This is an optimization exercise on Yosys and OpenROAD, whose aim is small area, a short achievable clock period and few clock cycles, not a production implementation. The RTL was checked by simulation tests, not by an equivalence proof against the original design. Power is estimated from default activity; no workload was simulated.

## ence464_core
module ence464_core (
    input             clk,
    input             rst,         
    input             cmd_valid,
    output            cmd_ready,
    input      [31:0] cmd,
    input      [31:0] ticks,       
    input             full_dh,     
    input             full_dy,     
    input             full_ah,     
    input             full_ay,     
    output reg        rsp_valid,
    output reg [2:0]  rsp_status,
    output reg [15:0] rsp_data,
    output reg [7:0]  rsp_events,
    output reg [3:0]  rsp_fatal,
    output reg [11:0] pub_disp_h,
    output reg [8:0]  pub_disp_y,
    output reg [6:0]  pub_act_h,
    output reg [6:0]  pub_act_y
);
==> flow/config.mk <==
export PLATFORM = sky130hd
export DESIGN_NAME = ence464_core
export DESIGN_NICKNAME = ence464_core
export VERILOG_FILES = /design/flow/design.v
export SDC_FILE = /design/flow/constraint.sdc
export NUM_CORES = 4
export LEC_CHECK = 0
export CAP_MARGIN = 10
export CORE_MARGIN = 2
export CORE_UTILIZATION = 40
export CTS_CLUSTER_DIAMETER = 100
export CTS_CLUSTER_SIZE = 30
export SLEW_MARGIN = 10
==> flow/constraint.sdc <==
create_clock -name core_clock -period 80.0 [get_ports {clk}]
set_input_delay 16.0000 -clock core_clock [delete_from_list [all_inputs] [get_ports {clk}]]
set_output_delay 16.0000 -clock core_clock [all_outputs]
set_load 0.01 [all_outputs]
standard.sh (not shown) runs the stock make flow with config.mk's settings and CLKGATE_MAP_FILE= SYNTH_SCRIPT=/design/flow/synth_recipe.tcl, a recipe that flattens the netlist after the stock synthesis.
==> flow/flow/run.sh <==
#!/bin/bash
# The standard layout (the standard.sh, all of its steps unchanged), except
# that the ports are buffered with sky130_fd_sc_hd__buf_2 rather than the
# buffer the placer picks by default (a delay cell). Every port still gets its
# own buffer. standard.sh's full output goes to standard.log here; ORFS's own
# per-step logs stay under orfs/logs.
set -e
export BUFFER_PORTS_ARGS="-buffer_cell sky130_fd_sc_hd__buf_2"
bash standard.sh > standard.log 2>&1
The baseline ran to the end with no violations.
Testbench counts at the start, summed over its fixed seeds: cycles 31,640.
Next try:
Settings changed: CTS_CLUSTER_DIAMETER 100 to 60, CTS_CLUSTER_SIZE 30 to 24.
Combinational power stays flat; wire length came out higher by 0.49%; power goes up by 18%; global-route usage goes up by 0.19 points; register-to-register slack improved by 0.07 ns; final cell count came out higher by 0.75%; synthesized cell count stays the same; area after synthesis is unchanged; via count climbs by 0.61%; setup slack is worse by 0.040 ns; non-clock buffer count is unchanged.
Next try:
Settings changed: CTS_CLUSTER_DIAMETER 60 to 50, CTS_CLUSTER_SIZE 24 to 30.
After rerunning:
- setup slack degrades by 0.010 ns
- routed wire length went up by 0.49%
- first-iteration DRC count went up by 3.2%
Next try:
Settings changed: CTS_CLUSTER_DIAMETER 50 to 100, CTS_CLUSTER_SIZE 30 to 26.
After rerunning:
- The new run produced a clean layout
- sequential power barely changes
- global-route usage is lower by 0.33 points
- total power is lower by 23%
- clock skew is higher by 0.024 ns
- clock power is lower by 44%
- count of clock-buffer cells in the layout is lower by 61
- utilization is lower by 1.4 points
- final cell count is lower by 1.2%
- die area is unchanged
- sequential share of layout area is higher by 1.0 points
- synthesized cell count stays the same
Next try:
Settings changed: CAP_MARGIN 10 to 20, CTS_CLUSTER_DIAMETER 100 to not set, CTS_CLUSTER_SIZE 26 to not set, SLEW_MARGIN 10 to 20.
Result:
- sequential power barely changes
- design area grows by a few percent
- wire length grows slightly

ence464_core again, from the RTL that the note above started with.
Design ence464_core, start of the top module:
module ence464_core (
    input             clk,
    input             rst,         
    input             cmd_valid,
    output            cmd_ready,
    input      [31:0] cmd,
    input      [31:0] ticks,       
    input             full_dh,     
    input             full_dy,     
    input             full_ah,     
    input             full_ay,     
    output reg        rsp_valid,
    output reg [2:0]  rsp_status,
    output reg [15:0] rsp_data,
    output reg [7:0]  rsp_events,
    output reg [3:0]  rsp_fatal,
    output reg [11:0] pub_disp_h,
    output reg [8:0]  pub_disp_y,
    output reg [6:0]  pub_act_h,
    output reg [6:0]  pub_act_y
);
    localparam [2:0] ST_OK = 3'd0, ST_BLOCKED = 3'd1, ST_ILL_CMD = 3'd2,
                     ST_ILL_OPND = 3'd3, ST_PROTOCOL = 3'd4, ST_HALTED = 3'd5,
                     ST_FATAL = 3'd6;
    localparam [1:0] HS_WFS = 2'd0, HS_SMP = 2'd1, HS_WFC = 2'd2, HS_CTL = 2'd3;
    localparam [3:0] OP_ILL = 4'd0, OP_BAD = 4'd1, OP_WR = 4'd2, OP_RD = 4'd3,
                     OP_MEAN = 4'd4, OP_EDGE = 4'd5, OP_REF = 4'd6, OP_YAW = 4'd7,
                     OP_SMP = 4'd8, OP_CTL = 4'd9, OP_TAKE_S = 4'd10,
                     OP_GIVE_C = 4'd11, OP_TAKE_C = 4'd12, OP_GIVE_S = 4'd13,
                     OP_SET_H = 4'd14, OP_SET_Y = 4'd15;
    localparam [1:0] K_NONE = 2'd0, K_SMP = 2'd1, K_CTL = 2'd2, K_REF = 2'd3;
    localparam [29:0] RELOAD_VALUE = 30'd1000000000;
    localparam [20:0] Q_UNIT = 21'd1953125;      
    wire in_ctl  = cmd[31:24] == 8'h40;
    wire in_smp  = cmd[31:24] == 8'h30;
    wire in_data = (cmd[31:24] == 8'h11) | (cmd[31:24] == 8'h12) | (cmd[31:24] == 8'h22);
    reg        rdy;
    reg        rst_r;         
    reg        s1_v;
    reg [7:0]  s1_top;        
  ...
==> flow/config.mk <==
export PLATFORM = sky130hd
export DESIGN_NAME = ence464_core
export DESIGN_NICKNAME = ence464_core
export VERILOG_FILES = /design/flow/design.v
export SDC_FILE = /design/flow/constraint.sdc
export NUM_CORES = 4
export LEC_CHECK = 0
export CAP_MARGIN = 20
export CORE_MARGIN = 2
export CORE_UTILIZATION = 40
export CTS_BUF_LIST = sky130_fd_sc_hd__clkbuf_4 sky130_fd_sc_hd__clkbuf_8
export SLEW_MARGIN = 20
==> flow/constraint.sdc <==
create_clock -name core_clock -period 80.0 [get_ports {clk}]
set_input_delay 16.0000 -clock core_clock [delete_from_list [all_inputs] [get_ports {clk}]]
set_output_delay 16.0000 -clock core_clock [all_outputs]
set_load 0.01 [all_outputs]
Scripts as last shown in full above: flow/flow/run.sh
The baseline finished clean.
Testbench counts at the start, summed over its fixed seeds: cycles 31,640.
Change:
CAP_MARGIN = 10   (was 20)
CTS_BUF_LIST = not set   (was sky130_fd_sc_hd__clkbuf_4 sky130_fd_sc_hd__clkbuf_8)
CTS_CLUSTER_DIAMETER = 80   (was not set)
CTS_CLUSTER_SIZE = 30   (was not set)
SLEW_MARGIN = 10   (was 20)
Effect: Global-route usage shrinks by 0.42 points. Setup slack improved by 0.17 ns. Final area shrinks by about 2%. Synthesized cell count stays the same.

-- what the ideal ports hide --
The flow's constraints put no driver on any port. The routed layouts listed below were extracted and timed again, unchanged, in two steps.
Step 1 assumes that a clkbuf_16 drives the clock port and a buf_2 every other input.
Step 2 moves the port delays by t, midway between the first and last clock arrival at a register: inputs arrive t later, outputs are due t later. That takes back most of the time a late clock gives input paths.
a / b / c = ideal ports / drivers / drivers and shift; a / b = the first two.
run | t, ns | slack for setup (ns) | latest minus earliest clock arrival (ns)
the first run of note 1 | 0.760 | 62.698 / 62.616 / 62.276 | 0.110 / 0.111
the second run of note 1 | 0.790 | 62.659 / 62.575 / 62.248 | 0.071 / 0.071
the third run of note 1 | 0.822 | 62.648 / 62.566 / 62.246 | 0.070 / 0.069
the fourth run of note 1 | 0.754 | 62.682 / 62.598 / 62.270 | 0.095 / 0.095
the fifth run of note 1 | 0.798 | 62.641 / 62.559 / 62.260 | 0.096 / 0.096
the first run of note 2 | 0.960 | 62.502 / 62.424 / 62.270 | 0.080 / 0.080
the second run of note 2 | 0.770 | 62.677 / 62.595 / 62.271 | 0.083 / 0.083
After both steps setup and hold are still met in every run listed. For the first run of note 1, which loses most, drivers alone change the setup slack by -0.082 ns; drivers and shift together by -0.422 ns.
